Background: an optimization exercise with open tools, aiming at small area, a short achievable clock period and few clock cycles. Do not read the settings as production practice. Only simulation tests tie the RTL to the original design; equivalence was not proved. Power figures rest on the tool's default switching activity, not on a simulated workload.

Design sicxe_core, start of the top module:
module sicxe_core (
    input  wire        clk,
    input  wire        rst,           
    input  wire        start,         
    input  wire [23:0] entry,         
    input  wire [23:0] prog_len,      
    input  wire [23:0] step_limit,    
    output wire        busy,
    output reg  [2:0]  stop_code,
    output reg  [3:0]  err_kind,
    output reg         mem_req,
    output reg         mem_we,
    output reg         mem_byte,
    output reg  [15:0] mem_addr,
    output wire [23:0] mem_wdata,
    input  wire        mem_gnt,
    input  wire [31:0] mem_rdata,
    output wire        dev_req,
    output wire [1:0]  dev_op,
    output wire [7:0]  dev_id,
    output wire [7:0]  dev_wdata,
    input  wire        dev_gnt,
    input  wire        dev_flag,
    input  wire [7:0]  dev_rdata,
    input  wire [3:0]  dbg_sel,
    output wire [23:0] dbg_rdata
);
Size in the first run: roughly 5800 cells after synthesis, roughly 50000 sq um of cells after synthesis.
Settings: LEC_CHECK=0, CAP_MARGIN=20, CORE_MARGIN=2, CORE_UTILIZATION=40, SLEW_MARGIN=20; clock period 15.0 ns.
standard.sh (not shown) runs the stock make flow with config.mk's settings and CLKGATE_MAP_FILE= SYNTH_SCRIPT=/design/flow/synth_recipe.tcl, a recipe that flattens the netlist after the stock synthesis.
==> flow/flow/run.sh <==
#!/bin/bash
# The standard layout (standard.sh: ORFS synthesis, floorplan, placement,
# CTS, routing, finish), with two knobs changed:
#  - repair_timing aims for 7.5 ns of setup slack instead of 0, so the
#    resizer upsizes and buffers the critical paths further;
#  - port buffers are buf_4 instead of the resizer's default choice.
# The clock period and constraints are the standard flow's own.
set -euo pipefail
bash standard.sh SETUP_SLACK_MARGIN=7.5 "BUFFER_PORTS_ARGS=-buffer_cell sky130_fd_sc_hd__buf_4" finish \
    > flow_standard.log 2>&1
The baseline ran to the end with no violations.
Testbench counts at the start, summed over its fixed seeds: cycles 77,886.
Next try:
==> flow/flow/run.sh (replaced) <==
#!/bin/bash
# The standard layout (standard.sh: ORFS synthesis, floorplan, placement,
# CTS, routing, finish), with two knobs changed:
#  - repair_timing aims for 7.5 ns of setup slack instead of 0, so the
#    resizer upsizes and buffers the critical paths further;
#  - port buffers are buf_1 (repair upsizes the ones on critical paths) instead of the resizer's default choice.
# The clock period and constraints are the standard flow's own.
set -euo pipefail
bash standard.sh SETUP_SLACK_MARGIN=7.5 "BUFFER_PORTS_ARGS=-buffer_cell sky130_fd_sc_hd__buf_1" finish \
    > flow_standard.log 2>&1
Settings changed: TNS_END_PERCENT set to 5.
The new run finished with timing, DRC and antenna clean.
Cell count stays flat.
Non-clock buffer count came out lower by 11.
Sequential cell count is unchanged.
Area after synthesis stays the same.
Total power decreases by 2.3%.
Cell area came out lower by 2.9%.
Utilization fell by 1.4 points.
Next try:
==> flow/flow/run.sh (replaced) <==
#!/bin/bash
# The standard layout (standard.sh: ORFS synthesis, floorplan, placement,
# CTS, routing, finish), with two knobs changed:
#  - repair_timing aims for 8 ns of setup slack instead of 0, so the
#    resizer upsizes and buffers the critical paths further;
#  - port buffers are buf_4 instead of the resizer's default choice.
# The clock period and constraints are the standard flow's own.
set -euo pipefail
bash standard.sh SETUP_SLACK_MARGIN=8 "BUFFER_PORTS_ARGS=-buffer_cell sky130_fd_sc_hd__buf_4" finish \
    > flow_standard.log 2>&1
Settings changed: TNS_END_PERCENT 5 to unset.
What happened: The changed run completed without violations. Hold slack gains 0.011 ns. Sequential share of layout area drops by 2.0 points. Die area stays the same. Worst setup slack gains 0.38 ns. Sequential power hardly moves. Global-route usage hardly moves. Total power climbs by 7.7%. Synthesized area does not change. Register-to-register slack gains 0.69 ns. First-iteration DRC count drops by 2.6%.
Next try:
==> flow/flow/run.sh (replaced) <==
#!/bin/bash
# The standard layout (standard.sh: ORFS synthesis, floorplan, placement,
# CTS, routing, finish), with two knobs changed:
#  - repair_timing aims for 7.5 ns of setup slack instead of 0, so the
#    resizer upsizes and buffers the critical paths further;
#  - port buffers are buf_4 instead of the resizer's default choice.
# The clock period and constraints are the standard flow's own.
set -euo pipefail
bash standard.sh SETUP_SLACK_MARGIN=7.5 "BUFFER_PORTS_ARGS=-buffer_cell sky130_fd_sc_hd__buf_4" finish \
    > flow_standard.log 2>&1
Settings changed: CORE_UTILIZATION 40 to 50, PLACE_DENSITY set to 0.66, TNS_END_PERCENT set to 5.
Effect: The new run went through all stages and came out clean; core utilization goes up by 8.2 points; setup slack got worse by 0.25 ns; total power decreases by a little under a tenth; design area came out lower by a little under a tenth; clock-buffer cell count went down by 9; via count drops slightly; first-iteration DRC count goes up by roughly a tenth; die area came out lower by about a fifth.

[what the ideal ports hide]
No port has a modelled driver above. Below, the same layouts with a new extraction and two added sets of constraints.
Step 1 assumes that a clkbuf_16 drives the clock port and a buf_2 every other input.
Step 2 times the ports against the registers' clock, not the clock port: input delays grow and output delays shrink by t, the midpoint of the rising clock arrivals with the driver on.
Three values: no drivers, after step 1, after step 2; two values: the first two.
run | t (ns) | setup slack, ns | hold WS [ns] | latest minus earliest clock arrival (ns) | worst data-port slew with drivers (ns)
the first run | 0.748 | 7.372 / 7.384 / 6.677 | 0.496 / 0.496 / 0.496 | 0.041 / 0.041 | 0.10
the second run | 0.770 | 7.001 / 7.001 / 6.568 | 0.491 / 0.491 / 0.491 | 0.045 / 0.046 | 0.11
the third run | 0.730 | 7.384 / 7.320 / 6.808 | 0.501 / 0.501 / 0.501 | 0.044 / 0.044 | 0.10
the fourth run | 0.793 | 7.133 / 7.097 / 6.631 | 0.499 / 0.499 / 0.499 | 0.041 / 0.041 | 0.12
After both steps setup and hold are still met in every run listed. The setup slack of the first run, which loses most, moves by +0.012 ns with the drivers and by -0.695 ns with both steps.
